Background: an optimization exercise with open tools, aiming at small area. Do not read the settings as production practice. At most, simulation tests tie the RTL to the original design; equivalence was not proved. Function not checked in runs 1 to 3: the RTL went through the layout flow alone. Power figures rest on the tool's default switching activity, not on a simulated workload.

--- flow/design.v ---
module ecb (
    input  wire        clk,
    input  wire        rst,         
    input  wire        in_valid,
    input  wire [7:0]  in_data,
    input  wire        in_last,
    output wire        in_ready,
    output reg         done,
    output reg  [3:0]  status,
    output reg  [63:0] rdata
);
    localparam [3:0] O_NOP = 4'd0, O_RD = 4'd1, O_VER = 4'd2, O_ILL = 4'd3,
                     O_BLD = 4'd4, O_BLDT = 4'd5, O_STA = 4'd6, O_SETTH = 4'd7,
                     O_INIT = 4'd8, O_SMP = 4'd9, O_CLS = 4'd10;
    reg  [3:0]   ph;           
    reg          clr;          
    reg  [4:0]   k;            
    reg  [3:0]   op;
    reg  [7:0]   b1;           
    reg          pend, run;
    reg  [3:0]   cnt;
    reg  [11:0]  acc;
    reg          cy;
    reg          cmp_dec, cmp_lt, wrx;    
    reg          veq, bad_opc, nanf, mnz;
    reg  [7:0]   fault_r;
    reg          vok;
    reg  [3:0]   vsum_hi;
    reg          built;
    reg          avail;
    reg  [1:0]   reason, mode;
    reg          base_valid, delta_valid, wrap_rx, wrap_tx, th_valid;
    reg  [1:0]   vstate;
    reg          vs_upd;
    reg  [127:0] bs;    
    reg  [127:0] dl;    
    reg  [127:0] fa;    
    reg  [31:0]  th;    
    reg  [63:0]  sg;    
    wire [7:0] bs_m  = bs[127:120];
    wire [7:0] dl_m  = dl[127:120];
    wire [7:0] fa_m  = fa[127:120];
    wire [7:0] fa_j1 = fa[15:8];
    wire [7:0] th_m  = th[31:24];
    wire [7:0] sg_m  = sg[63:56];
    wire [7:0] rr_m  = rdata[7:0];
    wire [7:0] rr_c1 = rdata[55:48];
    wire [7:0] rr_c5 = rdata[23:16];    
    wire [3:0] pm2        = ph - 4'd2;
    wire [7:0] stage_main = ph[3]  ? sg_m      : rr_m;       
    wire [7:0] stage_j1   = pm2[3] ? sg[15:8]  : rr_c1;      
    function [3:0] opdec;
        input [7:0] b;
        case (b)
            8'h00: opdec = O_NOP;
            8'h01: opdec = O_RD;
            8'h10: opdec = O_BLD;
            8'h11: opdec = O_BLDT;
            8'h12: opdec = O_VER;
            8'h13: opdec = O_STA;
            8'h20: opdec = O_INIT;
            8'h21: opdec = O_SMP;
            8'h30: opdec = O_SETTH;
            8'h31: opdec = O_CLS;
            default: opdec = O_ILL;
        endcase
    endfunction
    function [4:0] oplen;
        input [3:0] o;
        case (o)
            O_NOP:   oplen = 5'd1;
            O_RD:    oplen = 5'd2;
            O_BLD:   oplen = 5'd7;
            O_BLDT:  oplen = 5'd7;
            O_VER:   oplen = 5'd13;
            O_STA:   oplen = 5'd13;
            O_INIT:  oplen = 5'd17;
            O_SMP:   oplen = 5'd18;
            O_SETTH: oplen = 5'd4;
            O_CLS:   oplen = 5'd10;
            default: oplen = 5'd0;
        endcase
    endfunction
    function [3:0] cpos;
        input [3:0] o;
        case (o)
            O_BLD, O_BLDT:  cpos = 4'd6;
            O_STA, O_SETTH: cpos = 4'd2;
            O_INIT:         cpos = 4'd8;
            O_SMP:          cpos = 4'd9;
            default:        cpos = 4'd12;
        endcase
    endfunction
    wire       stg  = (k != 5'd0) && (op[3:2] != 2'b00);
    wire [3:0] tpos = cpos(op) - k[3:0];
    assign in_ready = !pend && !run && (!stg || ph == tpos);
    wire accept = in_valid && in_ready;
    reg  [7:0] rsrc;      
    reg  [1:0] rring;     
    reg        rfromr;    
    reg  [3:0] rq;
    reg  [3:0] rn;
    reg        rok;
    wire [8:0] sum;
    always @(*) begin
        rok    = 1'b1;
        rq     = 4'd0;
        rn     = 4'd1;
        rsrc   = 8'd0;
        rring  = 2'd0;
        rfromr = 1'b0;
        case (b1)
            8'h00: rsrc = {4'd0, status};
            8'h01: rsrc = fault_r;
            8'h10: begin rfromr = 1'b1; rq = 4'd5; end
            8'h11: begin rfromr = 1'b1; rq = 4'd6; rn = 4'd2; end
            8'h12: rsrc = {7'd0, vok};
            8'h13: begin rfromr = (cnt == 4'd0); rring = 2'd3; rsrc = {4'd0, vsum_hi}; rq = 4'd2; rn = 4'd2; end
            8'h20: rsrc = built ? 8'hA0 : 8'h00;
            8'h21: rsrc = {7'd0, built};
            8'h22, 8'h23: ;
            8'h24: begin rfromr = 1'b1; rq = 4'd4; end
            8'h25: begin rfromr = 1'b1; rq = 4'd3; end
            8'h26: begin rfromr = 1'b1; rq = 4'd2; end
            8'h27: begin rfromr = 1'b1; rq = 4'd1; end
            8'h28: begin rfromr = 1'b1; rq = 4'd0; end
            8'h29: begin rfromr = 1'b1; rq = 4'd7; end
            8'h2A: begin rfromr = 1'b1; rq = 4'd6; end
            8'h30: rsrc = {7'd0, avail};
            8'h31: rsrc = {6'd0, reason};
            8'h32: rsrc = {6'd0, mode};
            8'h33: begin rfromr = 1'b1; rq = 4'd15; end
            8'h34: begin rfromr = 1'b1; rq = 4'd14; end
            8'h35: begin rfromr = 1'b1; rq = 4'd13; end
            8'h36: begin rfromr = 1'b1; rq = 4'd12; end
            8'h37: begin rfromr = 1'b1; rq = 4'd10; rn = 4'd2; end
            8'h38, 8'h39: begin rfromr = 1'b1; rq = 4'd8; rn = 4'd2; end
            8'h3A: begin rfromr = 1'b1; rq = 4'd10; rn = 4'd2; end
            8'h3B: begin rsrc = {7'd0, (cnt == 4'd2) && !cy}; rq = 4'd10; rn = 4'd3; end    
            8'h40: begin rfromr = 1'b1; rring = 2'd1; rq = 4'd0; rn = 4'd8; end
            8'h41: begin rfromr = 1'b1; rring = 2'd1; rq = 4'd8; rn = 4'd8; end
            8'h42: rsrc = {7'd0, base_valid};
            8'h43: begin rfromr = 1'b1; rring = 2'd2; rq = 4'd0; rn = 4'd8; end
            8'h44: begin rfromr = 1'b1; rring = 2'd2; rq = 4'd8; rn = 4'd8; end
            8'h45: rsrc = {7'd0, delta_valid};
            8'h46: rsrc = {7'd0, wrap_rx};
            8'h47: rsrc = {7'd0, wrap_tx};
            8'h50: begin rfromr = 1'b1; rring = 2'd3; rq = 4'd1; end
            8'h51: begin rfromr = 1'b1; rring = 2'd3; rq = 4'd0; end
            8'h52: begin rfromr = 1'b1; rring = 2'd3; rq = 4'd3; end
            8'h53: rsrc = {7'd0, th_valid};
            8'h54: rsrc = {6'd0, vstate};
            8'h55: rsrc = {7'd0, vs_upd};
            default: rok = 1'b0;
        endcase
    end
    reg [3:0] fcode;
    always @(*) begin
        fcode = 4'd0;
        if (op == O_ILL)
            fcode = 4'd1;
        else if (k != oplen(op))
            fcode = 4'd2;
        else if ((op == O_SMP || op == O_CLS) && b1[7:1] != 7'd0)
            fcode = 4'd8;
        else begin
            case (op)
                O_RD:          if (!rok) fcode = 4'd7;
                O_BLD, O_BLDT: if (bad_opc) fcode = 4'd3;
                O_SMP:         if (!base_valid) fcode = 4'd4;
                O_CLS:
                    if (b1[0]) begin
                        if (!th_valid) fcode = 4'd5;
                        else if (nanf) fcode = 4'd6;
                    end
                default: ;
            endcase
        end
    end
    wire ok   = (fcode == 4'd0);
    wire rdgo = (op == O_RD) && ok;
    wire xe   = run && ok && (op != O_RD);      
    wire [3:0] qs  = rdgo ? rq : 4'd0;
    wire       fin = rdgo ? (cnt == ((b1 == 8'h3B) ? 4'd9 : 4'd7)) : (ph == 4'd15);
    wire rd_toff  = (b1[7:1] == 7'h1D);                
    wire rd_delta = (b1[7:1] == 7'h21) || (b1 == 8'h44);   
    wire rd_wrap  = b1[0] ? wrap_rx : wrap_tx;            
    reg [7:0] aa, bb;
    reg       ci;
    always @(*) begin
        aa = stage_main;
        bb = 8'd0;
        ci = 1'b0;
        if (op == O_RD) begin
            case (rring)
                2'd0: aa = fa_m;
                2'd1: aa = bs_m;
                2'd2: aa = dl_m;
                default: aa = th_m;
            endcase
            if (rd_toff) begin
                bb = ~fa_j1; ci = (ph == 4'd10) ? 1'b1 : cy;
            end else if (rd_delta) begin
                bb = {8{rd_wrap}}; ci = (ph[2:0] != 3'd0) && cy;
            end
        end else begin
            case (op)
                O_BLDT: begin
                    aa = (ph[3:1] == 3'b000) ? rr_c5 : stage_main;
                    bb = (ph[3:1] == 3'b001) ? stage_j1 : 8'd0;
                    ci = (ph == 4'd3) ? cy : 1'b0;
                end
                O_SMP: begin                   
                    bb = ~bs_m;
                    ci = (ph[2:0] == 3'd0) ? 1'b1 : cy;
                end
                O_CLS: begin                   
                    aa = acc[7:0]; bb = ~th_m; ci = 1'b1;
                end
                default: ;
            endcase
        end
    end
    assign sum = {1'b0, aa} + {1'b0, bb} + {8'd0, ci};
    wire [11:0] acc_base = run ? ((ph == 4'd0) ? 12'h0A1 : acc)
                               : ((k == 5'd2) ? 12'd0 : acc);
    wire [7:0]  acc_add  = run ? sum[7:0] : in_data;
    wire [11:0] acc_nx   = acc_base + {4'd0, acc_add};
    wire vok_c = (b1 == 8'd11) && (acc != 12'd0) && veq;
    wire okst  = vok_c && cmp_dec;
    wire [7:0]  u2  = sg_m;
    wire [7:0]  u3  = sg[7:0];
    wire [7:0]  u4  = sg[15:8];
    wire [10:0] ue  = {u2[6:0], u3[7:4]};
    wire        u_nan   = (ue == 11'h7FF) && mnz;
    wire        u_zero  = (ue == 11'd0) && !mnz;
    wire        u_neg   = u2[7] && !u_zero;
    wire        u_big   = (ue > 11'h406);
    wire        u_small = (ue < 11'h3FF);
    wire [2:0]  ush     = 3'd6 - ue[2:0];
    wire [7:0]  ux      = u_small ? 8'd0 : ({1'b1, u3[3:0], u4[7:5]} >> ush);
    wire        u_lt = acc[8] || (!acc[9] && !sum[8]);    
    wire ctr_x  = xe && (op == O_INIT || op == O_SMP);
    wire [7:0] bs_in = ctr_x ? stage_main : (clr ? 8'd0 : bs_m);
    wire [7:0] dl_in = ctr_x ? ((op == O_SMP) ? sum[7:0] : 8'd0) : (clr ? 8'd0 : dl_m);
    wire fa_we = xe && ((((op == O_BLD) || (op == O_BLDT)) && !ph[3]) || ((op == O_STA) && ph[3]));
    wire [7:0] fa_wd = (op == O_STA)    ? (okst ? stage_main : 8'd0) :
                       (ph[2:0] == 3'd6) ? acc[7:0] :
                       (ph[2:0] == 3'd7) ? {4'd0, acc[11:8]} : sum[7:0];
    wire [7:0] fa_in = fa_we ? fa_wd : (clr ? 8'd0 : fa_m);
    wire th_we = xe && (((op == O_SETTH) && (ph[3:1] == 3'b000 || ph == 4'd15)) || (((op == O_VER) || (op == O_STA)) && ph == 4'd2));
    wire [7:0] th_wd = (op == O_SETTH) ? stage_main : acc[7:0];
    wire [7:0] th_in = th_we ? th_wd : (clr ? 8'd0 : th_m);
    wire       swr   = accept && stg;
    wire [7:0] sg_in = (swr && tpos[3]) ? in_data : sg_m;
    wire [7:0] rd_in = (run && rdgo && (cnt < rn) && !clr) ? (rfromr ? sum[7:0] : rsrc) : 8'd0;
    wire [7:0] rr_in = (run && rdgo) ? rd_in : (swr && !tpos[3]) ? in_data : rr_m;
    always @(posedge clk) begin
        bs    <= {bs[119:0], bs_in};
        dl    <= {dl[119:0], dl_in};
        fa    <= {fa[119:0], fa_in};
        th    <= {th[23:0], th_in};
        sg    <= {sg[55:0], sg_in};
        rdata <= {rr_in, rdata[63:8]};
        cy    <= sum[8];
    end
    always @(posedge clk) begin
        if (rst) begin
            ph      <= 4'd0;
            clr     <= 1'b1;
            k       <= 5'd0;
            pend    <= 1'b0;
            run     <= 1'b0;
            done    <= 1'b0;
            status  <= 4'd0;
            fault_r <= 8'd0;
            vok     <= 1'b0;
            vsum_hi <= 4'd0;
            built   <= 1'b0;
            avail   <= 1'b0;
            reason  <= 2'd0;
            mode    <= 2'd0;
            base_valid  <= 1'b0;
            delta_valid <= 1'b0;
            wrap_rx     <= 1'b0;
            wrap_tx     <= 1'b0;
            th_valid    <= 1'b0;
            vstate      <= 2'd0;
            vs_upd      <= 1'b0;
        end else begin
            ph   <= ph + 4'd1;
            done <= 1'b0;
            if (ph == 4'd15)
                clr <= 1'b0;
            if (accept) begin
                if (k != 5'd31)
                    k <= k + 5'd1;
                if (k == 5'd0) begin
                    op   <= opdec(in_data);
                    nanf <= 1'b0;
                end
                if (k == 5'd1)
                    b1 <= in_data;
                if (in_last)
                    pend <= 1'b1;
                if (k != 5'd0) begin
                    case (op)
                        O_VER, O_STA: begin
                            if (k >= 5'd2 && k <= 5'd10)
                                acc <= acc_nx;
                            if (k == 5'd11)
                                veq <= (in_data == {4'd0, acc[11:8]});
                            if (k == 5'd12)
                                veq <= veq && (in_data == acc[7:0]);
                            if (k == 5'd2) begin
                                cmp_dec <= (in_data <= 8'd3);
                                cmp_lt  <= in_data[1];
                                wrx     <= in_data[0];
                            end
                        end
                        O_BLD:
                            if (k == 5'd2) bad_opc <= (in_data == 8'd0) || (in_data > 8'd5);
                        O_BLDT:
                            if (k == 5'd2) bad_opc <= (in_data != 8'd4) && (in_data != 8'd5);
                        default: ;
                    endcase
                end
            end
            if (pend && ph == qs - 4'd1) begin
                pend <= 1'b0;
                run  <= 1'b1;
                cnt  <= 4'd0;
            end
            if (run) begin
                cnt <= cnt + 4'd1;
                if (fin) begin
                    run    <= 1'b0;
                    done   <= 1'b1;
                    status <= fcode;
                    if (!ok)
                        fault_r <= fault_r | (8'd1 << (fcode - 4'd1));
                    k <= 5'd0;
                end
            end
            if (xe) begin
                case (op)
                    O_BLD, O_BLDT: begin
                        if (ph <= 4'd4)
                            acc <= acc_nx;
                        if (ph == 4'd0)
                            built <= 1'b1;
                    end
                    O_VER, O_STA:
                        if (ph == 4'd2) begin
                            vsum_hi <= acc[11:8];
                            vok     <= vok_c;
                            if (op == O_STA) begin
                                avail  <= okst;
                                mode   <= okst ? {cmp_lt, wrx} : 2'd0;
                                reason <= okst ? 2'd0 : (b1 != 8'd11) ? 2'd1 : (!vok_c) ? 2'd2 : 2'd3;
                            end
                        end
                    O_INIT:
                        if (ph == 4'd0) begin
                            base_valid  <= 1'b1;
                            delta_valid <= 1'b0;
                            wrap_rx     <= 1'b0;
                            wrap_tx     <= 1'b0;
                        end
                    O_SMP: begin
                        if (ph == 4'd0)
                            delta_valid <= !b1[0];
                        if (ph == 4'd7)
                            wrap_rx <= !sum[8];
                        if (ph == 4'd15)
                            wrap_tx <= !sum[8];
                    end
                    O_SETTH:
                        if (ph == 4'd0)
                            th_valid <= 1'b1;
                    O_CLS: begin
                        if (ph >= 4'd3 && ph <= 4'd8)
                            mnz <= ((ph == 4'd3) ? 1'b0 : mnz) | (|stage_main);
                        if (ph == 4'd9)
                            mnz <= mnz | (|stage_main[3:0]);
                        if (b1[0]) begin
                            if (ph == 4'd10) begin
                                nanf <= u_nan;
                                acc  <= {2'b00, u_big, u_neg, ux};
                                if (!u_nan) begin
                                    vstate <= 2'd3;
                                    vs_upd <= 1'b1;
                                end
                            end
                            if (ph >= 4'd11 && ph <= 4'd13 && u_lt)
                                vstate <= 2'd13 - ph[1:0];
                        end else if (ph == 4'd10)
                            vs_upd <= 1'b0;
                    end
                    default: ;
                endcase
            end
        end
    end
endmodule
--- flow/run.sh ---
#!/bin/bash
# synth_recipe.tcl (not shown) runs the flow's synth.tcl, then flattens the netlist and writes it again
# the make line also repeats each setting of config.mk as NAME=value (left out here)
make -C /OpenROAD-flow-scripts/flow DESIGN_CONFIG=/design/flow/config.mk WORK_HOME=/design/flow/orfs CLKGATE_MAP_FILE= SYNTH_SCRIPT=/design/flow/synth_recipe.tcl finish
--- flow/config.mk ---
export PLATFORM = sky130hd
export DESIGN_NAME = ecb
export DESIGN_NICKNAME = ecb
export VERILOG_FILES = /design/flow/design.v
export SDC_FILE = /design/flow/constraint.sdc
export NUM_CORES = 4
export LEC_CHECK = 0
export ABC_AREA = 1
export CAP_MARGIN = 20
export CORE_MARGIN = 2
export CORE_UTILIZATION = 40
export CTS_BUF_LIST = sky130_fd_sc_hd__clkbuf_4
export CTS_CLUSTER_DIAMETER = 40
export CTS_CLUSTER_SIZE = 10
export SLEW_MARGIN = 20
--- flow/constraint.sdc ---
create_clock -name core_clock -period 10.0 [get_ports {clk}]
set_input_delay 2.0000 -clock core_clock [delete_from_list [all_inputs] [get_ports {clk}]]
set_output_delay 2.0000 -clock core_clock [all_outputs]
set_load 0.01 [all_outputs]
==> results of run 1 <==
-- worst max-delay path, delay by kind of cell, from the launching register on --
kind	cells	cell delay [ps]
simple gates	6	650
fa+ha+maj	2	750
buf+inv	5	1350
xor+xnor	2	310
flops	1	460
-- placed cells by master, fill, tap and decap left out, types with 5 or more instances in the layout --
master,synthesis,final
nor4_1,13,13
a31oi_1,8,8
xnor2_1,18,18
inv_1,171,171
nand2_1,393,393
nand4_1,33,33
clkbuf_4,0,87
clkdlybuf4s50_1,0,81
nor3_1,32,32
nor2_4,6,6
o2111ai_1,11,11
buf_4,1,12
xor2_1,20,20
o31ai_1,8,8
nor2_1,142,142
nand2_2,9,9
ha_1,42,42
nor2_2,8,8
bufinv_16,0,6
o21ai_1,32,32
dfxtp_1,594,594
o21ai_0,168,168
o22ai_1,21,21
clkinv_1,5,7
a21oi_1,68,68
o211ai_1,10,10
or2_2,7,7
a211o_1,5,5
a221oi_1,6,6
inv_2,9,10
edfxtp_1,35,35
nand3_1,97,97
a211oi_1,7,7
-- power by group --
part           internal (mW)  leakage [nW]  switching, mW
sequential              2.67          5.13          0.110
clock                  0.577         0.534          0.791
combinational          0.234          3.52          0.395
-- layer usage --
layer | vias up | GRT usage, % | part of all wire (%)
met1 | 6939 | 28.23 | 44
met5 | - | 0 | 0
met3 | 141 | 4.429 | 6.4
li1 | 7119 | - | -
met2 | 565 | 33.57 | 45
met4 | 0 | 11.29 | 4.8
-- cells by family after synthesis --
kind of cell | Yosys count | share of synthesized area (%)
AOI/OAI and AO/OA | 366 | 10.37
xor gates and xnor gates | 38 | 1.649
muxes | 3 | 0.1488
and+or+nand+nor | 754 | 16.40
DFF | 629 | 64.13
buffers and inverters | 226 | 4.303
adders and majority gates | 46 | 3.001
-- metrics by stage --
step / instances / setup slack, ps / hold WS (ps) / util, % / area, um2
after floorplan: 2062 / 5049 / 309.6 / - / 20180
after global routing: 2897 / 3243 / 322.7 / 45.41 / 22690
after CTS: 2895 / 3653 / 326.6 / 45.40 / 22690
after global placement: 2786 / 3893 / 309.5 / 43.53 / 21750
final: 2897 / 3678 / 322.1 / 45.41 / 22690
after detailed placement: 2786 / 3846 / 312.1 / 43.53 / 21750
-- how the worst min path moves through the flow --
stage                start       to  slack [ps]  cells past startpoint
floorplan           bs[92]  bs[100]         310                      0
global placement    bs[16]   bs[24]         310                      0
detailed placement  bs[13]   bs[21]         310                      0
CTS                 dl[30]   dl[38]         330                      0
global route        bs[38]   bs[46]         320                      0
finish              fa[27]   fa[35]         320                      0
-- flip-flops by register name (all words and copies together), names as in the netlist, 4 cells and up, named ones only --
register and count:
dl 128, acc 12, fa 128, sg 64
ph 4, status 4, cnt 4, op 4
fault_r 8, th 32, rdata 64, vsum_hi 4
k 5, b1 8, bs 128
-- cell type report --
cell class / instances / share of cell area [%]
clock inverter: 22 / 1.252
sequential: 629 / 57.04
tap: 672 / 3.705
clock buffer: 87 / 2.878
antenna: 2 / 0.02206
timing repair buffer: 93 / 3.970
inverter: 185 / 3.060
multi-input combinational: 1207 / 28.08
==> metrics.cfg, run 1 <==
[timing]
final.period_utilization_pct = 63.22
slew_viol_final = 0
rsz0062_at_grt = no
fin_crit_ps = 6322
relSlewSlack_pct = 17.95
fmax_mhz = 158.2
tightestPinTransition_ps = 1215
setup_tns_ps = 0
hold_viol = 0
setup_viol = 0
fin_skew_ps = 35.58

[clocking]
cts_max_level = 3
cts_tree = yes
postCtsSetupRepairBufs = 0
clock-sinks = 629
cts-resized-gates = 0
cts-hold-fix-buffers = 0
clk_latency_ps = 830
cts-root-buf = clkbuf_4
clkSlewWorstSetupHoldPaths_ps = 100
cts_buffer_depth = 3
cts_made_buffers = 82

[floorplan]
dieArea_um2 = 52270
initial_utilization_pct = 40.39
core-area_um2 = 49970
ios = 82
die_w_um = 228.6
num_rows = 82
die_height_um = 228.6

[yosys]
synth_area_leaders = dfxtp_1 (59%), nand2_1 (7.3%), edfxtp_1 (5.2%)
synth_cells = 2062
async_flop_share_pct = 0
syn-cell-area_um2 = 20180
yosysWarnings = 2
synth_most_common_cell = dfxtp_1
netlist_top_cells_count = dfxtp_1 (594), nand2_1 (393), inv_1 (171), o21ai_0 (168), nor2_1 (142)
ys_seq_area_share_pct = 64.13
synth_edf_count = 35
avgSynthCellArea_um2 = 9.788
synth_top_area_share_pct = 58.92
synth.largest_area_cell = dfxtp_1
syn-num-nets = 2120
ys_ff_latch = 629
synth_cell_types = 57
synth_ff_type = dfxtp_1

[power]
p_leak_nw = 9.189
total_power_mw = 4.771
max-vdd-ir-drop_mv = 0.1343
powerDensity_nw_per_um2 = 210.3

[grt]
grt_overflow_total = 0
track_usage_pct = 21.54
grt_pass1_wl_um = 84970
grt_max_degree = 34
antenna_found_initial = 1
grt_pass1_vias = 14084

[drt]
wirelength_um = 56500
post_drt_wl_per_cell_um = 19.50
dr.first_iter.drc_count = 1392
ant_nets = 0
via_per_inst = 5.096
drc = 0
dr.pass1.iters = 5
vias = 14764

[setup_path]
path_cells = inv_2 -> nand2_1 -> nor2_1 -> buf_4 -> clkinv_1 -> ha_1 -> fa_1 -> xor2_1 -> xor2_1 -> nor3_1 -> nand3_1 -> nand2_1 -> nand2_1 -> inv_1 -> clkdlybuf4s50_1
endpoint = in_ready
critPathKind = flop to primary output
cp-start-kind = flop
end_kind = primary output
cp.required_ps = 8000
cpMostUsedCell = nand2_1
r2r_cells = 30
r2r-end = acc[9]
r2r_slack_ps = 3770
startpoint = op[1]
crit_fanout = 13
r2r_start = b1[5]
slowest_delay_ps = 530
critPathArrivalTime_ps = 4320
cpMaxStageDelayCell = clkdlybuf4s50_1

[layout]
drive_above_1_share_pct = 7.512
areaGrowthSynthToFinish_pct = 12.44
multiInputGateArea_um2 = 6371
finalNetCount = 2256
regArea_um2 = 12940
fillers = 4822

[placement]
hpwl_um = 42680
port_buffers = 81
place.gp.congestion = 1.028

[run_status]
status = finished clean

[min_path]
hold_path.class = flop to flop

[job]
maxCapViolCount = 0

==> inputs of run 2 (changes only) <==
--- a/flow/config.mk
+++ b/flow/config.mk
@@ -9,7 +9,7 @@
 export CAP_MARGIN = 20
 export CORE_MARGIN = 2
 export CORE_UTILIZATION = 40
-export CTS_BUF_LIST = sky130_fd_sc_hd__clkbuf_4
-export CTS_CLUSTER_DIAMETER = 40
-export CTS_CLUSTER_SIZE = 10
+export CTS_BUF_LIST = sky130_fd_sc_hd__clkbuf_8
+export CTS_CLUSTER_DIAMETER = 50
+export CTS_CLUSTER_SIZE = 18
 export SLEW_MARGIN = 20
==> metrics.cfg, run 2 <==
[run_status]
status = finished clean  ; unchanged

[drt]
dr.first_iter.drc_count = 1340  ; was 1392
wirelength_um = 56220  ; was 56500 um
ant_nets = 0  ; unchanged
via_per_inst = 5.065  ; was 5.096
dr.pass1.iters = 6  ; was 5
post_drt_wl_per_cell_um = 19.70  ; was 19.50 um
vias = 14455  ; was 14764
drc = 0  ; unchanged

[timing]
rsz0062_at_grt = no  ; unchanged
setup_tns_ps = 0  ; unchanged
final.period_utilization_pct = 62.63  ; was 63.22%
setup_viol = 0  ; unchanged
fmax_mhz = 159.7  ; was 158.2 MHz
fin_crit_ps = 6263  ; was 6322 ps
slew_viol_final = 0  ; unchanged
hold_viol = 0  ; unchanged
timing.final.ws_setup_ps = 3737  ; was 3678 ps
holdWs_ps = 321.6  ; was 322.1 ps
relSlewSlack_pct = 19.58  ; was 17.95%
tightestPinTransition_ps = 1191  ; was 1215 ps
fin_skew_ps = 24.88  ; was 35.58 ps

[setup_path]
critPathTopFamily = compound AO/OA/AOI/OAI gates  ; was buffers and inverters
end_kind = flop  ; was primary output
crit_fanout = 17  ; was 13
cpMaxStageDelayCell = xor2_1  ; was clkdlybuf4s50_1
critPathArrivalTime_ps = 6650  ; was 4320 ps
crit_buf_inv = 4  ; was 5
critPathKind = flop to flop  ; was flop to primary output
cp-start-kind = flop  ; unchanged
slowest_delay_ps = 670  ; was 530 ps
cp.required_ps = 10390  ; was 8000 ps
cpMostUsedCell = nand2_1  ; unchanged

[clocking]
postCtsSetupRepairBufs = 0  ; unchanged
cts-resized-gates = 0  ; unchanged
clock-sinks = 629  ; unchanged
cts-root-buf = clkbuf_8  ; was clkbuf_4
cts_tree = yes  ; unchanged
cts_max_level = 2  ; was 3
cts_made_buffers = 49  ; was 82
cts_buffer_depth = 3  ; unchanged
clk_latency_ps = 640  ; was 830 ps
clkSlewWorstSetupHoldPaths_ps = 100  ; about the same
cts-hold-fix-buffers = 0  ; unchanged

[grt]
grt_overflow_total = 0  ; unchanged
track_usage_pct = 21.22  ; was 21.54%
grt_max_degree = 34  ; unchanged
antenna_found_initial = 0  ; was 1
grt_pass1_wl_um = 84000  ; was 84970 um
grt_pass1_vias = 13757  ; was 14084

[floorplan]
die_height_um = 228.6  ; unchanged
ios = 82  ; unchanged
die_w_um = 228.6  ; unchanged
core-area_um2 = 49970  ; unchanged
num_rows = 82  ; unchanged
dieArea_um2 = 52270  ; unchanged
initial_utilization_pct = 40.39  ; unchanged

[min_path]
hold_path.class = flop to flop  ; unchanged

[layout]
final_core_util_pct = 45.32  ; was 45.41%
top_regs = bs (128), dl (128), fa (128)  ; unchanged
instances_no_fill = 2854  ; was 2897
finalNetCount = 2223  ; was 2256
final_cell_mix = dfxtp_1 (594), nand2_1 (393), inv_1 (171)  ; unchanged
layout_commonest_cell = dfxtp_1  ; unchanged
drive_above_1_share_pct = 5.866  ; was 7.512%
antenna_cells = 0  ; was 2
areaGrowthSynthToFinish_pct = 12.20  ; was 12.44%
fillers = 4786  ; was 4822

[yosys]
avgSynthCellArea_um2 = 9.788  ; unchanged
synth_edf_count = 35  ; unchanged
synth.largest_area_cell = dfxtp_1  ; unchanged
synth_top_area_share_pct = 58.92  ; unchanged
syn-cell-area_um2 = 20180  ; unchanged
syn-num-nets = 2120  ; unchanged
ys_seq_area_share_pct = 64.13  ; unchanged
ys_ff_latch = 629  ; unchanged
synth_most_common_cell = dfxtp_1  ; unchanged
netlist_top_cells_count = dfxtp_1 (594), nand2_1 (393), inv_1 (171), o21ai_0 (168), nor2_1 (142)  ; unchanged
synth_area_leaders = dfxtp_1 (59%), nand2_1 (7.3%), edfxtp_1 (5.2%)  ; unchanged
synth_cells = 2062  ; unchanged
synth_ff_type = dfxtp_1  ; unchanged
async_flop_share_pct = 0  ; unchanged
yosysWarnings = 2  ; unchanged
synth_cell_types = 57  ; unchanged

[power]
powerDensity_nw_per_um2 = 208.7  ; was 210.3 nW/um2
p_leak_nw = 9.118  ; was 9.189 nW
max-vdd-ir-drop_mv = 0.1568  ; was 0.1343 mV

[job]
maxCapViolCount = 0  ; unchanged

[placement]
place.gp.congestion = 1.028  ; unchanged
dpl.cell_count = 2786  ; unchanged
port_buffers = 81  ; unchanged
hpwl_um = 42680  ; unchanged
dp_worst_setup_slack_ps = 3846  ; unchanged

run 2: cell counts after synthesis:
Identical to the previous run, type by type.
run 2: cell families (layout without fill, tap and decap cells):
kind of cell,after synthesis,after routing,share of synthesized area (%)
compound gates,366,366,10.37
xor+xnor,38,38,1.649
fa+ha+maj,46,46,3.001
buf+inv,226,346,4.303
flops,629,629,64.13
mux,3,3,0.1488
simple gates,754,754,16.40
run 2: final cells by class:
type	count	area [um2]	share of cell area, %
inverter	185	694.4	3.067
timing repair buffer	93	900.9	3.978
sequential	629	12940	57.16
clock buffer	50	688.2	3.039
multi-input combinational	1207	6371	28.14
tap	672	840.8	3.713
clock inverter	18	206.4	0.9117
run 2: per-layer routing:
| layer | GRT usage [%] | share of wire [%] |
|---|---|---|
| met1 | 28.34 | 45 |
| met5 | 0 | 0 |
| met2 | 33.43 | 45 |
| met4 | 10.64 | 4.8 |
| met3 | 3.356 | 5.8 |
run 2: path summary, 6_finish.rpt:
path	startpoint	end	slack, ps	depth (start not counted)
worst max-delay path	op[3]	acc[6]	3740	33
worst min-delay path	fa[47]	fa[55]	320	0
worst max register to register	op[3]	acc[6]	3740	33
worst min register to register	fa[47]	fa[55]	320	0
run 2: stage by stage:
step	power, mW	instance area [um2]
4_1_cts	4.765	22640
3_5_place_dp	3.450	21750
6_report	4.727	22640
5_1_grt	4.937	22640
2_1_floorplan	3.154	20180
3_3_place_gp	3.445	21750
run 2: where the power goes:
group / switching, mW / leakage [nW] / internal, mW / total [mW]
logic: 0.394 / 3.52 / 0.234 / 0.628
clock network: 0.807 / 0.464 / 0.517 / 1.32
registers: 0.110 / 5.13 / 2.67 / 2.78
total: 1.31 / 9.12 / 3.42 / 4.73
run 2: worst reg2reg max path: cells and delay by family, from the launching register on:
family,cells,cell delay [ps]
AOI/OAI and AO/OA,9,1520
xor gates and xnor gates,2,900
adders and majority gates,2,780
buffers and inverters,4,1090
DFF,1,460
and+or+nand+nor,16,1290
==> inputs of run 3 (changes only) <==
==> flow/flow/run.sh (new file) <==
#!/bin/bash
# The standard ORFS layout (the standard.sh) with two changes:
#  - every input and output port is still buffered, with the smallest buffer cell;
#  - clock tree synthesis uses fixed sink clustering and no dummy loads.
set -euo pipefail
export BUFFER_PORTS_ARGS="-buffer_cell sky130_fd_sc_hd__buf_1"
export CTS_ARGS="-sink_clustering_enable -repair_clock_nets -buf_list sky130_fd_sc_hd__clkbuf_8 -sink_clustering_size 16 -sink_clustering_max_diameter 50 -dont_use_dummy_load"
bash standard.sh > standard_flow.log 2>&1
==> flow/standard.sh (new file) <==
#!/bin/bash
# synth_recipe.tcl (not shown) runs the flow's synth.tcl, then flattens the netlist and writes it again
# the make line also repeats each setting of config.mk as NAME=value (left out here)
make -C /OpenROAD-flow-scripts/flow DESIGN_CONFIG=/design/flow/config.mk WORK_HOME=/design/flow/orfs CLKGATE_MAP_FILE= SYNTH_SCRIPT=/design/flow/synth_recipe.tcl "${@:-finish}"
--- a/flow/config.mk
+++ b/flow/config.mk
@@ -9,7 +9,4 @@
 export CAP_MARGIN = 20
 export CORE_MARGIN = 2
 export CORE_UTILIZATION = 40
-export CTS_BUF_LIST = sky130_fd_sc_hd__clkbuf_8
-export CTS_CLUSTER_DIAMETER = 50
-export CTS_CLUSTER_SIZE = 18
 export SLEW_MARGIN = 20
removed: flow/run.sh
==> metrics.cfg, run 3 <==
[run_status]
status = finished clean  ; unchanged

[timing]
fin_crit_ps = 6357  ; was 6263 ps
fmax_mhz = 157.3  ; was 159.7 MHz
hold_viol = 0  ; unchanged
holdWs_ps = 271.8  ; was 321.6 ps
final.period_utilization_pct = 63.57  ; was 62.63%
relSlewSlack_pct = 25.50  ; was 19.58%
setup_viol = 0  ; unchanged
setup_tns_ps = 0  ; unchanged
timing.final.ws_setup_ps = 3643  ; was 3737 ps
slew_viol_final = 0  ; unchanged
fin_skew_ps = 83.15  ; was 24.88 ps
tightestPinTransition_ps = 1118  ; was 1191 ps
rsz0062_at_grt = no  ; unchanged

[clocking]
cts-root-buf = clkbuf_8  ; unchanged
postCtsSetupRepairBufs = 0  ; unchanged
cts_made_buffers = 54  ; was 49
cts-resized-gates = 0  ; unchanged
cts-hold-fix-buffers = 0  ; unchanged
cts_buffer_depth = 3  ; unchanged
clock-sinks = 629  ; unchanged
clkSlewWorstSetupHoldPaths_ps = 90  ; was 100 ps
cts_tree = yes  ; unchanged
cts_max_level = 2  ; unchanged
clk_latency_ps = 640  ; about the same

[grt]
grt_pass1_vias = 13694  ; was 13757
track_usage_pct = 21.36  ; was 21.22%
met3_usage_pct = 2.782  ; was 3.356%
antenna_found_initial = 0  ; unchanged
grt_pass1_wl_um = 84310  ; was 84000 um
use_met1_pct = 29.06  ; was 28.34%
grt_overflow_total = 0  ; unchanged
use_met2_pct = 34.24  ; was 33.43%
grt_max_degree = 34  ; unchanged
top_usage_layer = met2  ; unchanged

[min_path]
hold_path_depth = 0  ; unchanged
hold_path.class = flop to flop  ; unchanged
hold_end = sg[20]  ; was fa[55]
hold_start = sg[12]  ; was fa[47]

[placement]
port_buffers = 81  ; unchanged
place_area_um2 = 21280  ; was 21750 um2
hpwl_um = 43180  ; was 42680 um
place.gp.congestion = 1.007  ; was 1.028
dpl.cell_count = 2791  ; was 2786
dp_worst_setup_slack_ps = 3801  ; was 3846 ps

[yosys]
yosysWarnings = 2  ; unchanged
synth_cell_types = 57  ; unchanged
async_flop_share_pct = 0  ; unchanged
synth_top_area_share_pct = 58.92  ; unchanged
ys_seq_area_share_pct = 64.13  ; unchanged
syn-num-nets = 2120  ; unchanged
synth_edf_count = 35  ; unchanged
synth_cells = 2062  ; unchanged
ys_ff_latch = 629  ; unchanged
synth_area_leaders = dfxtp_1 (59%), nand2_1 (7.3%), edfxtp_1 (5.2%)  ; unchanged
syn-cell-area_um2 = 20180  ; unchanged
synth.largest_area_cell = dfxtp_1  ; unchanged
synth_ff_type = dfxtp_1  ; unchanged
avgSynthCellArea_um2 = 9.788  ; unchanged
synth_most_common_cell = dfxtp_1  ; unchanged
netlist_top_cells_count = dfxtp_1 (594), nand2_1 (393), inv_1 (171), o21ai_0 (168), nor2_1 (142)  ; unchanged

[floorplan]
initial_utilization_pct = 40.39  ; unchanged
num_rows = 82  ; unchanged
die_w_um = 228.6  ; unchanged
core-area_um2 = 49970  ; unchanged
die_height_um = 228.6  ; unchanged
ios = 82  ; unchanged
dieArea_um2 = 52270  ; unchanged

[setup_path]
critPathTopFamily = compound AO/OA/AOI/OAI gates  ; unchanged
r2r_cells = 24  ; was 33
startpoint = b1[5]  ; was op[3]
end_kind = flop  ; unchanged
path_cells = inv_1 -> nand2_1 -> nor2_1 -> nand2_1 -> nand3_1 -> nor2_1 -> a221oi_1 -> o21ai_0 -> fa_1 -> inv_1 -> fa_1 -> o21ai_0 -> fa_1 -> nand3_1 -> nand2_1 -> a21oi_1 -> o21bai_1 -> a21oi_1 -> o21ai_0 -> nand3_1 -> xnor2_1 -> o21ai_0 -> nor2_1 -> o21ai_1
cp.required_ps = 10320  ; was 10390 ps
cpMaxStageDelayCell = o21ai_0  ; was xor2_1
critPathKind = flop to flop  ; unchanged
slowest_delay_ps = 540  ; was 670 ps
r2r_slack_ps = 3640  ; was 3740 ps
crit_fanout = 9  ; was 17
cp-start-kind = flop  ; unchanged
crit_buf_inv = 2  ; was 4
critPathArrivalTime_ps = 6680  ; was 6650 ps
cpMostUsedCell = o21ai_0  ; was nand2_1
r2r_start = b1[5]  ; was op[3]
r2r-end = acc[10]  ; was acc[6]

[drt]
dr.first_iter.drc_count = 1158  ; was 1340
dr.pass1.iters = 5  ; was 6
vias = 14477  ; was 14455
via_per_inst = 5.089  ; was 5.065
wirelength_um = 56680  ; was 56220 um
ant_nets = 0  ; unchanged
drc = 0  ; unchanged
post_drt_wl_per_cell_um = 19.92  ; was 19.70 um

[layout]
instances_no_fill = 2845  ; was 2854
final_cell_mix = dfxtp_1 (594), nand2_1 (393), inv_1 (171)  ; unchanged
final_core_util_pct = 44.08  ; was 45.32%
layout_commonest_cell = dfxtp_1  ; unchanged
areaGrowthSynthToFinish_pct = 9.126  ; was 12.20%
finalNetCount = 2233  ; was 2223
drive_above_1_share_pct = 5.476  ; was 5.866%
top_regs = bs (128), dl (128), fa (128)  ; unchanged
stdcell_area_um2 = 22020  ; was 22640 um2
antenna_cells = 0  ; unchanged

[power]
powerDensity_nw_per_um2 = 206.3  ; was 208.7 nW/um2
total_power_mw = 4.543  ; was 4.727 mW
max-vdd-ir-drop_mv = 0.1142  ; was 0.1568 mV
p_leak_nw = 8.872  ; was 9.118 nW

[job]
maxCapViolCount = 0  ; unchanged

-- run 3: power by group --
group / leakage [nW] / internal (mW) / switching, mW
Sequential: 5.13 / 2.67 / 0.109
Clock: 0.388 / 0.479 / 0.719
Combinational: 3.35 / 0.174 / 0.397
-- run 3: worst register-to-register path: stages (launching register included) --
cell and delay, ps:
edfxtp_1 460, inv_1 130, nand2_1 100, nor2_1 390, nand2_1 190, nand3_1 410, nor2_1 260, a221oi_1 320
o21ai_0 170, fa_1 480, inv_1 90, fa_1 520, o21ai_0 540, fa_1 320, nand3_1 80, nand2_1 100
a21oi_1 70, o21bai_1 260, a21oi_1 130, o21ai_0 310, nand3_1 150, xnor2_1 220, o21ai_0 150, nor2_1 120
o21ai_1 70
-- run 3: area by class of cell --
type | count | area (um2)
well taps | 672 | 840.8
inverters | 185 | 694.4
repair buffers | 98 | 431.7
multi-input cells | 1207 | 6371
clock buffers | 54 | 743.2
flip-flops and latches | 629 | 12940
fillers | 4870 | 27940
-- run 3: layer usage --
metal | wire [um] | part of all wire [%]
met5 | 0 | 0
met4 | 2307 | 4.1
met3 | 2858 | 5.0
met2 | 25790 | 45
met1 | 25730 | 45
-- run 3: logic make-up after synthesis --
kind of cell,Yosys count,share of synthesized area (%)
simple gates,754,16.40
flops,629,64.13
fa+ha+maj,46,3.001
mux,3,0.1488
buf+inv,226,4.303
xor+xnor,38,1.649
compound gates,366,10.37
-- run 3: how the worst max path moves through the flow --
stage | end | cells after the start
final | acc[10] | 24
after global routing | acc[9] | 30
after CTS | acc[9] | 30
after detailed placement | acc[9] | 30
after global placement | acc[6] | 33
after floorplan | acc[9] | 31
==> inputs of run 4 (changes only) <==
--- a/flow/design.v
+++ b/flow/design.v
@@ -18,7 +18,6 @@
     reg  [3:0]   op;
     reg  [7:0]   b1;           
     reg          pend, run;
-    reg  [3:0]   cnt;
     reg  [11:0]  acc;
     reg          cy;
     reg          cmp_dec, cmp_lt, wrx;    
@@ -26,7 +25,6 @@
     reg  [7:0]   fault_r;
     reg          vok;
     reg  [3:0]   vsum_hi;
-    reg          built;
     reg          avail;
     reg  [1:0]   reason, mode;
     reg          base_valid, delta_valid, wrap_rx, wrap_tx, th_valid;
@@ -102,6 +100,7 @@
     reg  [3:0] rn;
     reg        rok;
     wire [8:0] sum;
+    wire [3:0] cnt = ph - rq;    
     always @(*) begin
         rok    = 1'b1;
         rq     = 4'd0;
@@ -116,8 +115,8 @@
             8'h11: begin rfromr = 1'b1; rq = 4'd6; rn = 4'd2; end
             8'h12: rsrc = {7'd0, vok};
             8'h13: begin rfromr = (cnt == 4'd0); rring = 2'd3; rsrc = {4'd0, vsum_hi}; rq = 4'd2; rn = 4'd2; end
-            8'h20: rsrc = built ? 8'hA0 : 8'h00;
-            8'h21: rsrc = {7'd0, built};
+            8'h20: begin rsrc = (fa_m != 8'd0) ? 8'hA0 : 8'h00; rq = 4'd4; end    
+            8'h21: begin rsrc = {7'd0, fa_m != 8'd0}; rq = 4'd4; end
             8'h22, 8'h23: ;
             8'h24: begin rfromr = 1'b1; rq = 4'd4; end
             8'h25: begin rfromr = 1'b1; rq = 4'd3; end
@@ -276,7 +275,6 @@
             fault_r <= 8'd0;
             vok     <= 1'b0;
             vsum_hi <= 4'd0;
-            built   <= 1'b0;
             avail   <= 1'b0;
             reason  <= 2'd0;
             mode    <= 2'd0;
@@ -329,10 +327,8 @@
             if (pend && ph == qs - 4'd1) begin
                 pend <= 1'b0;
                 run  <= 1'b1;
-                cnt  <= 4'd0;
             end
             if (run) begin
-                cnt <= cnt + 4'd1;
                 if (fin) begin
                     run    <= 1'b0;
                     done   <= 1'b1;
@@ -347,8 +343,6 @@
                     O_BLD, O_BLDT: begin
                         if (ph <= 4'd4)
                             acc <= acc_nx;
-                        if (ph == 4'd0)
-                            built <= 1'b1;
                     end
                     O_VER, O_STA:
                         if (ph == 4'd2) begin
==> metrics.cfg, run 4 <==
[floorplan]
num_rows = 82  ; unchanged
die_w_um = 228.2  ; was 228.6 um
initial_utilization_pct = 40.32  ; was 40.39%
dieArea_um2 = 52070  ; was 52270 um2
die_height_um = 228.2  ; was 228.6 um
core-area_um2 = 49860  ; was 49970 um2
ios = 82  ; unchanged

[clocking]
cts_buffer_depth = 3  ; unchanged
cts-resized-gates = 0  ; unchanged
clkSlewWorstSetupHoldPaths_ps = 90  ; about the same
cts-root-buf = clkbuf_8  ; unchanged
cts_made_buffers = 53  ; was 54
clk_latency_ps = 670  ; was 640 ps
cts-hold-fix-buffers = 0  ; unchanged
postCtsSetupRepairBufs = 0  ; unchanged
clock-sinks = 624  ; was 629
cts_tree = yes  ; unchanged
cts_max_level = 2  ; unchanged

[layout]
regArea_um2 = 12800  ; was 12940 um2
areaGrowthSynthToFinish_pct = 9.062  ; was 9.126%
drive_above_1_share_pct = 5.558  ; was 5.476%
instances_no_fill = 2849  ; was 2845
fillers = 4883  ; was 4870
finalNetCount = 2238  ; was 2233
multiInputGateArea_um2 = 6432  ; was 6371 um2
top_regs = bs (128), dl (128), fa (128)  ; unchanged
layout_commonest_cell = dfxtp_1  ; unchanged
final_cell_mix = dfxtp_1 (593), nand2_1 (380), o21ai_0 (176)  ; was dfxtp_1 (594), nand2_1 (393), inv_1 (171)
antenna_cells = 0  ; unchanged

[drt]
dr.pass1.iters = 5  ; unchanged
vias = 14552  ; was 14477
wirelength_um = 56920  ; was 56680 um
post_drt_wl_per_cell_um = 19.98  ; was 19.92 um
dr.first_iter.drc_count = 1308  ; was 1158
drc = 0  ; unchanged
via_per_inst = 5.108  ; was 5.089
ant_nets = 0  ; unchanged

[setup_path]
crit_buf_inv = 5  ; was 2
crit_fanout = 21  ; was 9
crit_cells = 30  ; was 24
r2r_cells = 30  ; was 24
cp-start-kind = flop  ; unchanged
critPathKind = flop to flop  ; unchanged
slowest_delay_ps = 660  ; was 540 ps
cpMaxStageDelayCell = nand2_1  ; was o21ai_0
r2r_start = op[1]  ; was b1[5]
cp.required_ps = 10360  ; was 10320 ps
critPathArrivalTime_ps = 7170  ; was 6680 ps
end_kind = flop  ; unchanged
r2r_slack_ps = 3190  ; was 3640 ps
critPathTopFamily = simple AND/OR/NAND/NOR gates  ; was compound AO/OA/AOI/OAI gates
r2r-end = acc[9]  ; was acc[10]
cpMostUsedCell = nand2_1  ; was o21ai_0

[timing]
final.period_utilization_pct = 68.11  ; was 63.57%
relSlewSlack_pct = 23.73  ; was 25.50%
fmax_mhz = 146.8  ; was 157.3 MHz
hold_viol = 0  ; unchanged
setup_tns_ps = 0  ; unchanged
setup_viol = 0  ; unchanged
slew_viol_final = 0  ; unchanged
tightestPinTransition_ps = 1132  ; was 1118 ps
rsz0062_at_grt = no  ; unchanged
fin_skew_ps = 87.28  ; was 83.15 ps
fin_crit_ps = 6811  ; was 6357 ps

[yosys]
synth_most_common_cell = dfxtp_1  ; unchanged
netlist_top_cells_count = dfxtp_1 (593), nand2_1 (381), o21ai_0 (176), inv_1 (168), nor2_1 (153)  ; was dfxtp_1 (594), nand2_1 (393), inv_1 (171), o21ai_0 (168), nor2_1 (142)
synth.largest_area_cell = dfxtp_1  ; unchanged
async_flop_share_pct = 0  ; unchanged
synth_cells = 2075  ; was 2062
ys_seq_area_share_pct = 63.68  ; was 64.13%
syn-cell-area_um2 = 20100  ; was 20180 um2
ys_ff_latch = 624  ; was 629
synth_edf_count = 31  ; was 35
synth_top_area_share_pct = 59.05  ; was 58.92%
yosysWarnings = 2  ; unchanged
syn-num-nets = 2134  ; was 2120
synth_cell_types = 56  ; was 57
avgSynthCellArea_um2 = 9.688  ; was 9.788 um2
synth_area_leaders = dfxtp_1 (59%), nand2_1 (7.1%), edfxtp_1 (4.6%)  ; was dfxtp_1 (59%), nand2_1 (7.3%), edfxtp_1 (5.2%)
synth_ff_type = dfxtp_1  ; unchanged

[power]
max-vdd-ir-drop_mv = 0.1482  ; was 0.1142 mV
p_leak_nw = 9.002  ; was 8.872 nW
powerDensity_nw_per_um2 = 220.6  ; was 206.3 nW/um2

[min_path]
hold_start = fa[21]  ; was sg[12]
hold_path_depth = 0  ; unchanged
hold_path.class = flop to flop  ; unchanged
hold_end = fa[29]  ; was sg[20]

[placement]
port_buffers = 81  ; unchanged
dpl.cell_count = 2796  ; was 2791
place.gp.congestion = 0.9864  ; was 1.007
hpwl_um = 43150  ; was 43180 um

[run_status]
status = finished clean  ; unchanged

[grt]
grt_max_degree = 32  ; was 34
grt_overflow_total = 0  ; unchanged
antenna_found_initial = 1  ; was 0
grt_pass1_vias = 13793  ; was 13694
track_usage_pct = 21.55  ; was 21.36%
grt_pass1_wl_um = 84740  ; was 84310 um

[job]
maxCapViolCount = 0  ; unchanged

## run 4: cell types whose count changed in the layout (fill, tap and decap cells not counted), moves of 8 or more
cell	previous run	this run
a21oi_1	68	79
nand2_1	393	380
o21ai_0	168	176
nor2_1	142	152
o211ai_1	10	23
o22ai_1	21	13
## run 4: worst max-delay path by stage
stage / end / startpoint
floorplan: acc[9] / op[1]
global placement: acc[9] / op[1]
detailed placement: acc[9] / op[1]
CTS: acc[9] / op[1]
global route: acc[9] / op[1]
finish: acc[9] / op[1]
## run 4: kinds of logic (layout without fill, tap and decap cells)
logic type	count (synthesis)	after routing	synth area share [%]
AOI/OAI and AO/OA	393	393	11.30
xor gates and xnor gates	43	43	1.873
adders and majority gates	47	47	3.112
buffers and inverters	234	336	4.425
DFF	624	624	63.68
muxes	1	1	0.04979
and+or+nand+nor	733	733	15.55
## run 4: per-layer routing
layer	wire [um]	global-route usage, %	up-vias
met1	24710	27.96	6856
li1	-	-	7043
met4	2607	9.824	0
met2	26130	35.19	515
met3	3465	3.738	138
met5	0	0	-
## run 4: area by class of cell
cell class | instances | share of cell area [%]
Clock buffer | 53 | 3.327
Inverter | 187 | 3.207
Multi-Input combinational cell | 1217 | 29.34
Sequential cell | 624 | 58.39
Tap cell | 672 | 3.835
Timing Repair Buffer | 96 | 1.900
## run 4: where the power goes
group	switching, mW	internal, mW
combinational	0.529	0.232
sequential	0.160	2.72
clock	0.725	0.471
total	1.41	3.42
## run 4: worst register-to-register path, delay by kind of cell, from the launching register on
| family | cells | cell delay [ps] |
|---|---|---|
| AO/OA/AOI/OAI | 10 | 1840 |
| adder cells (fa/ha/maj) | 3 | 950 |
| AND/OR/NAND/NOR | 10 | 1900 |
| buffers and inverters | 5 | 990 |
| XOR/XNOR | 2 | 450 |
| flip-flops | 1 | 440 |
## run 4: stage by stage
stage / instance area (um2) / util [%] / setup WS [ps] / hold WS, ps / total power [mW]
5_1_grt: 21920 / 43.97 / 2727 / 284.0 / 5.068
6_report: 21920 / 43.97 / 3189 / 295.7 / 4.837
3_5_place_dp: 21190 / 42.49 / 3436 / 312.1 / 3.685
4_1_cts: 21920 / 43.96 / 3421 / 286.7 / 4.875
3_3_place_gp: 21180 / 42.47 / 3482 / 309.5 / 3.678
2_1_floorplan: 20100 / - / 4773 / 309.6 / 3.346

-- what the ideal ports hide --
The results above use ideal ports. As a check the final layouts listed here were re-extracted and re-timed, cells and wires unchanged.
Step 1 sets driving cells, clkbuf_16 on the clock port and buf_2 on the other inputs (assumed; they add their load-dependent delay and slew).
Step 2 adds t to the input delays and takes it off the output delays; t is the mean of the earliest and latest rising clock arrival at the registers after step 1. Input paths then give back, and output paths get back, about the clock's delay inside the block.
a / b / c = no drivers / after step 1 / after step 2; a / b = the first two.
run | t, ns | slack for setup (ns) | hold slack, ns | pins driven straight from the clock port
run 1 | 0.861 | 3.678 / 3.627 / 3.770 | 0.322 / 0.322 / 0.322 | 1
run 2 | 0.687 | 3.737 / 3.737 / 3.737 | 0.322 / 0.322 / 0.322 | 1
run 3 | 0.652 | 3.643 / 3.643 / 3.643 | 0.272 / 0.272 / 0.272 | 1
run 4 | 0.686 | 3.189 / 3.189 / 3.189 | 0.296 / 0.296 / 0.296 | 1
After both steps setup and hold are still met in every run listed.
